What follows belongs to an exercise in optimizing a design on an open flow for small area, a short achievable clock period and few clock cycles per item; a production flow would make more cautious choices.
Only simulation tests tie the RTL to the original design; equivalence was not proved.

<file path="flow/constraint.sdc">
create_clock -name core_clock -period 30.0 [get_ports {clk}]
set_input_delay 6.0000 -clock core_clock [delete_from_list [all_inputs] [get_ports {clk}]]
set_output_delay 6.0000 -clock core_clock [all_outputs]
set_load 0.01 [all_outputs]
</file>
<file path="flow/config.mk">
export PLATFORM = sky130hd
export DESIGN_NAME = vkg_tca
export DESIGN_NICKNAME = vkg_tca
export VERILOG_FILES = /design/flow/design.v
export SDC_FILE = /design/flow/constraint.sdc
export NUM_CORES = 4
export LEC_CHECK = 0
export CAP_MARGIN = 20
export CORE_MARGIN = 2
export CORE_UTILIZATION = 40
export PLACE_DENSITY = 0.6
export SLEW_MARGIN = 20
</file>
<file path="flow/design.v">
module vkg_tca (
    input  wire        clk,
    input  wire        rst,           
    input  wire        cmd_valid,
    output wire        cmd_ready,
    input  wire [63:0] cmd,
    output reg         done,
    output reg  [6:0]  t_min,
    output reg  [6:0]  t_sec,
    output reg  [63:0] t_rem,
    output reg  [63:0] t_delta,
    output reg  [63:0] acc,
    output reg         cy,
    output reg         range_rem,
    output reg         range_delta,
    output reg  [7:0]  err,
    output reg  [31:0] einfo,
    output reg  [15:0] sticky
);
    localparam [7:0] OP_NOP   = 8'h00;
    localparam [7:0] OP_RESET = 8'h01;
    localparam [7:0] OP_CLR   = 8'h40;
    localparam [7:0] OP_FIN   = 8'h41;
    localparam [7:0] OP_LAP   = 8'h42;
    localparam [7:0] E_ILLEGAL      = 8'h01;
    localparam [7:0] E_TC_NONFINITE = 8'h41;
    localparam [7:0] E_TC_OVERFLOW  = 8'h42;
    localparam signed [67:0] WRAP      = 68'sd1000000000;       
    localparam signed [67:0] SEC_UNITS = 68'sd1000000000000;    
    assign cmd_ready = 1'b1;
    wire [7:0]  op    = cmd[63:56];
    wire [6:0]  f_min = cmd[55:49];
    wire [6:0]  f_sec = cmd[48:42];
    wire [9:0]  f_ms  = cmd[41:32];
    wire [31:0] fbits = cmd[31:0];
    wire        zfmt  = (cmd[55:0] == 56'd0);
    wire        f_sign = fbits[31];
    wire [7:0]  f_exp  = fbits[30:23];
    wire [22:0] f_frac = fbits[22:0];
    wire        nonfinite = (f_exp == 8'hFF);
    wire [23:0] mant = (f_exp == 8'd0) ? {1'b0, f_frac} : {1'b1, f_frac};
    wire [53:0] prod = mant * 30'd1000000000;
    wire [8:0]  e_eff = (f_exp == 8'd0) ? 9'd1 : {1'b0, f_exp};
    wire        left  = (e_eff >= 9'd150);
    wire [8:0]  lsh   = e_eff - 9'd150;
    wire [8:0]  rsh   = 9'd150 - e_eff;
    reg  [127:0] wide;
    reg  [64:0]  mag;         
    reg          inexact;     
    reg          mag_ovf;     
    reg  [127:0] frac_wide;
    always @(*) begin
        wide      = 128'd0;
        frac_wide = 128'd0;
        mag       = 65'd0;
        inexact   = 1'b0;
        mag_ovf   = 1'b0;
        if (left) begin
            if (lsh > 9'd73) begin
                mag_ovf = 1'b1;
            end else begin
                wide    = {74'd0, prod} << lsh;
                mag_ovf = (wide[127:65] != 63'd0);
                mag     = wide[64:0];
            end
        end else begin
            frac_wide = {10'd0, prod, 64'd0} >> rsh;
            mag       = {1'b0, frac_wide[127:64]};
            if (rsh >= 9'd64)
                inexact = (prod != 54'd0);
            else
                inexact = (frac_wide[63:0] != 64'd0);
        end
    end
    wire signed [67:0] mag_s = {3'b000, mag};
    wire signed [67:0] raw   = f_sign ? -(mag_s + {67'd0, inexact}) : mag_s;
    wire signed [67:0] acc_s   = {{4{acc[63]}}, acc};
    wire [39:0]        ms_prod = f_ms * 40'd1000000000;     
    wire signed [67:0] ms_part = $signed({28'd0, ms_prod});
    wire signed [67:0] d1      = raw - acc_s;
    wire               trig    = (d1 > WRAP);
    wire signed [67:0] d       = trig ? (d1 - WRAP) : d1;
    wire signed [67:0] acc_new = acc_s + d;
    wire signed [67:0] rem_lap = ms_part + d;
    wire signed [67:0] rem_fin = ms_part + raw;
    function fits64;
        input [67:0] x;
        begin
            fits64 = (x[67:63] == 5'b00000) || (x[67:63] == 5'b11111);
        end
    endfunction
    wire ovf_fin = mag_ovf || !fits64(raw) || !fits64(rem_fin);
    wire ovf_lap = mag_ovf || !fits64(raw) || !fits64(d1) || !fits64(d)
                   || !fits64(acc_new) || !fits64(rem_lap);
    wire rr_fin = (rem_fin < 68'sd0) || (rem_fin >= SEC_UNITS);
    wire rr_lap = (rem_lap < 68'sd0) || (rem_lap >= SEC_UNITS);
    wire rd_lap = (d < 68'sd0) || (d >= WRAP);
    wire accept = cmd_valid && cmd_ready;
    task clear_all;
        begin
            t_min       <= 7'd0;
            t_sec       <= 7'd0;
            t_rem       <= 64'd0;
            t_delta     <= 64'd0;
            acc         <= 64'd0;
            cy          <= 1'b0;
            range_rem   <= 1'b0;
            range_delta <= 1'b0;
            err         <= 8'h00;
            einfo       <= 32'd0;
            sticky      <= 16'd0;
        end
    endtask
    task raise;
        input [7:0] code;
        input [31:0] info;
        input integer bitno;
        begin
            err           <= code;
            einfo         <= info;
            sticky[bitno] <= 1'b1;
        end
    endtask
    always @(posedge clk) begin
        if (rst) begin
            done <= 1'b0;
            clear_all;
        end else begin
            done <= accept;
            if (accept) begin
                case (op)
                    OP_NOP: begin
                        if (zfmt) err <= 8'h00;
                        else      raise(E_ILLEGAL, cmd[63:32], 0);
                    end
                    OP_RESET: begin
                        if (zfmt) clear_all;
                        else      raise(E_ILLEGAL, cmd[63:32], 0);
                    end
                    OP_CLR: begin
                        if (zfmt) begin
                            t_min       <= 7'd0;
                            t_sec       <= 7'd0;
                            t_rem       <= 64'd0;
                            t_delta     <= 64'd0;
                            acc         <= 64'd0;
                            cy          <= 1'b0;
                            range_rem   <= 1'b0;
                            range_delta <= 1'b0;
                            err         <= 8'h00;
                        end else begin
                            raise(E_ILLEGAL, cmd[63:32], 0);
                        end
                    end
                    OP_FIN: begin
                        if (nonfinite)
                            raise(E_TC_NONFINITE, fbits, 12);
                        else if (ovf_fin)
                            raise(E_TC_OVERFLOW, fbits, 13);
                        else begin
                            t_min       <= f_min;
                            t_sec       <= f_sec;
                            t_delta     <= raw[63:0];
                            t_rem       <= rem_fin[63:0];
                            range_rem   <= rr_fin;
                            range_delta <= 1'b0;
                            err         <= 8'h00;
                        end
                    end
                    OP_LAP: begin
                        if (nonfinite)
                            raise(E_TC_NONFINITE, fbits, 12);
                        else if (ovf_lap)
                            raise(E_TC_OVERFLOW, fbits, 13);
                        else begin
                            if (trig) cy <= ~cy;
                            acc         <= acc_new[63:0];
                            t_min       <= f_min;
                            t_sec       <= f_sec;
                            t_delta     <= d[63:0];
                            t_rem       <= rem_lap[63:0];
                            range_rem   <= rr_lap;
                            range_delta <= rd_lap;
                            err         <= 8'h00;
                        end
                    end
                    default: raise(E_ILLEGAL, cmd[63:32], 0);
                endcase
            end
        end
    end
endmodule
</file>
<file path="flow/run.sh">
#!/bin/bash
# synth_recipe.tcl (not shown) runs the flow's synth.tcl, then flattens the netlist and writes it again
# the make line also repeats each setting of config.mk as NAME=value (left out here)
make -C /OpenROAD-flow-scripts/flow DESIGN_CONFIG=/design/flow/config.mk WORK_HOME=/design/flow/orfs CLKGATE_MAP_FILE= SYNTH_SCRIPT=/design/flow/synth_recipe.tcl finish
</file>
==> impl_metrics.ini <==
[worst_setup_path]
crit_slowest_cell = or4b_2
reg2reg_depth = 48
cp-start-kind = input pin
worstSetupStartpoint = cmd[9]
crit_family = compound AO/OA/AOI/OAI gates
rr_startpoint = acc[0]
cp.required_ns = 30.58
end_kind = register
critPathBufInv = 25
path_class = input pin to register
cp_max_fo = 21
critical_path_depth = 99
worst-r2r-setup-slack_ns = 18.04
crit_path_end = t_delta[48]
reg2reg_to = t_delta[48]
cp_data_arrival_time_ns = 29.66
max_stage_delay_ns = 0.70
cp_common_cell = buf_4

[sta]
max_freq_mhz = 34.4
fin_crit_ns = 29.08
finalCritPeriodShare_pct = 96.9
slew_violations = 0
slew_headroom_pct = 16.3
worst_pin_slew_ns = 1.25
fin_ws_ns = 0.918
rsz0062_at_grt = no
finalSetupTns_ns = 0
final_hold_viol_count = 0
clock_skew_ns = 0.0206
setup_viol = 0

[finish]
multi_input_area_mm2 = 0.0478
drive_gt1_share_pct = 11.5
fill_cells = 14524
final_util_pct = 47.8
seq_area_mm2 = 0.00478
fin_area_mm2 = 0.0676
nets = 9484
area_growth_pct = 18.7

[synthesis]
syn_area_mm2 = 0.0570
synthCells = 7905
synthTopCellsByArea = ha_1, fa_1, dfxtp_1
synth-seq-cells = 239
synth_area_per_cell_um2 = 7.21
synth_top_area_cell = ha_1
ys_seq_area_share_pct = 8.40
synth.distinct_cells = 121
async_reset_ff_share_pct = 0
synth_top_area_share_pct = 13.0
yosysWarningCount = 1
synthFlopType = dfxtp_1
synth-edff-count = 0

[cts]
clkLatencyLatePin_ns = 0.67
htreeDepth = 1
cts_buffer_depth = 3
cts_hold_buf = 0
cts_tree = yes
cts_root_buf = clkbuf_16
cts_sinks = 239
cts_buffers = 31
clkTransAtPathRegs_ns = 0.06

[floorplanning]
die_area_mm2 = 0.145
rows = 138
die_x_um = 381
die_h_um = 381
io_pins = 334
core-area_mm2 = 0.141
start_util_pct = 40.3

[placed_design]
place_congestion = 1.11
portBuffers = 314
place_ws_ns = -0.542
dpl-instance-area_mm2 = 0.0663
dp_hpwl_um = 264000

[drt]
drtIter0Drc = 9695
drtAntennaViolNets = 0
drt_wl_total_um = 314000
dr.pass1.iters = 7
vias = 67171
wl_per_cell_um = 30.0
vias_per_cell = 6.43
drc = 0

[min_path]
holdCritPathClass = register to register
holdPathStages = 2

[global_routing]
overflow = 0
track_usage_pct = 41.4
antenna_found_initial = 21
grt_pass1_wl_um = 446000
grt_start_max_net_pins = 98
grt_pass1_vias = 62449

[run_status]
status = complete, no violations

[flow_run]
maxCapViolCount = 0
## per-stage QoR
| stage | std cells | hold WS, ns |
|---|---|---|
| final | 10453 | 0.473 |
| after global routing | 10449 | 0.494 |
| after CTS | 10444 | 0.475 |
| after detailed placement | 10387 | 0.465 |
| after global placement | 10386 | 0.460 |
| after floorplan | 7922 | 0.494 |
## worst register-to-register path: cells and delay by family, from the launching register on
kind	cells	cell delay (ns)
multiplexers	1	0.39
AO/OA/AOI/OAI	18	4.64
adder cells (fa/ha/maj)	3	1.21
AND/OR/NAND/NOR	12	2.66
buffers and inverters	11	1.91
XOR/XNOR	3	0.58
flip-flops	1	0.49
## area by class of cell
| cell class | count | area share, % |
|---|---|---|
| multi-input cells | 6484 | 70.6 |
| clock buffers | 44 | 1.35 |
| well taps | 1890 | 3.50 |
| inverters | 748 | 4.15 |
| diodes | 7 | 0.0259 |
| clock inverters | 13 | 0.298 |
| repair buffers | 1028 | 13.0 |
| flip-flops and latches | 239 | 7.08 |
## cell usage in the layout, fill, tap and decap left out, types with 284 or more instances in the layout
cell	count
nor2_1	546
clkdlybuf4s50_1	300
ha_1	590
o21ai_0	517
inv_1	744
a21oi_1	701
nand3_1	284
fa_1	295
buf_4	693
nand2_1	648
## sequential cells by signal, summed over array words and instances, names as in the netlist
| register | count |
|---|---|
| sticky | 3 |
| done | 1 |
| range_delta | 1 |
| acc | 64 |
| range_rem | 1 |
| err | 3 |
| einfo | 32 |
| t_delta | 64 |
| t_rem | 55 |
| cy | 1 |
| t_min | 7 |
| t_sec | 7 |
## logic make-up after synthesis
| group | synth area share [%] |
|---|---|
| fa+ha+maj | 23.3 |
| mux | 3.29 |
| compound gates | 29.5 |
| xor+xnor | 5.32 |
| buf+inv | 8.51 |
| simple gates | 21.6 |
| other cells | 0.0132 |
| flops | 8.40 |
## routing by layer
metal	share of wire [%]	GRT usage, %	vias to the layer above
met1	44	60.3	32390
met2	39	57.2	4146
met4	4.5	14.7	24
met5	0.068	0	-
met3	13	11.7	656
li1	-	-	29955
## repair_timing
| item | 4_1_cts | 5_1_grt |
|---|---|---|
| gates resized for setup | 0 | 42 |
| setup endpoints to repair | 0 | 235 |
| setup buffers | 0 | 2 |
## cell usage after synthesis, types with 26 or more instances
cell type and number:
o21a_1 84, mux2i_1 140, o21ai_1 52, a31o_2 26, buf_1 27, o31ai_1 56, buf_2 41, o211a_1 27
and4_1 27, ha_1 590, a21oi_1 706, nand2_1 648, or2_2 42, o211ai_1 73, buf_4 38, o21bai_1 70
nor3_1 199, o22ai_1 80, a221oi_1 41, nand4_1 135, or4_1 32, a31oi_1 89, clkbuf_1 324, a21o_1 208
o41ai_1 27, xor2_1 114, mux2_2 28, or3_1 69, dfxtp_1 239, and3_1 91, nor2b_1 56, and2_1 57
inv_1 744, nand2b_1 127, a211oi_1 69, o21ai_0 527, nor4_1 75, a21boi_0 33, nor2_1 549, xnor2_1 230
fa_1 295, a22oi_1 40, nand3_1 286, a22o_1 59
## how the worst min path moves through the flow
stage | slack [ns] | to | from
final | 0.47 | t_rem[14] | t_rem[14]
after global routing | 0.49 | t_rem[57] | t_rem[57]
after CTS | 0.47 | t_delta[32] | t_delta[32]
after detailed placement | 0.46 | t_sec[0] | t_sec[0]
after global placement | 0.46 | t_rem[51] | t_rem[51]
after floorplan | 0.49 | t_delta[13] | t_delta[13]
Testbench counts, summed over its fixed seeds: cycles 40,008, items 40,000.

re-timing with driven ports:
Ports are ideal in the flow. The routed layout listed here was re-timed in OpenROAD.
Step 1: set_driving_cell puts a clkbuf_16 on clk and a buf_2 on each other input, an assumption about the parent block.
Step 2 also shifts input and output timing later by t, the mid clock arrival at the registers, as if the neighbouring blocks saw the same clock.
Three values: no drivers, after step 1, after step 2; two values: the first two.
t (ns): 0.744
slack for setup (ns): 0.918 / 0.974 / 0.230
worst setup path after step 2: input to register
latest minus earliest clock arrival (ns): 0.021 / 0.020
After both steps this run still meets setup and hold. The setup slack of this run moves by +0.056 ns with the drivers and by -0.688 ns with both steps.
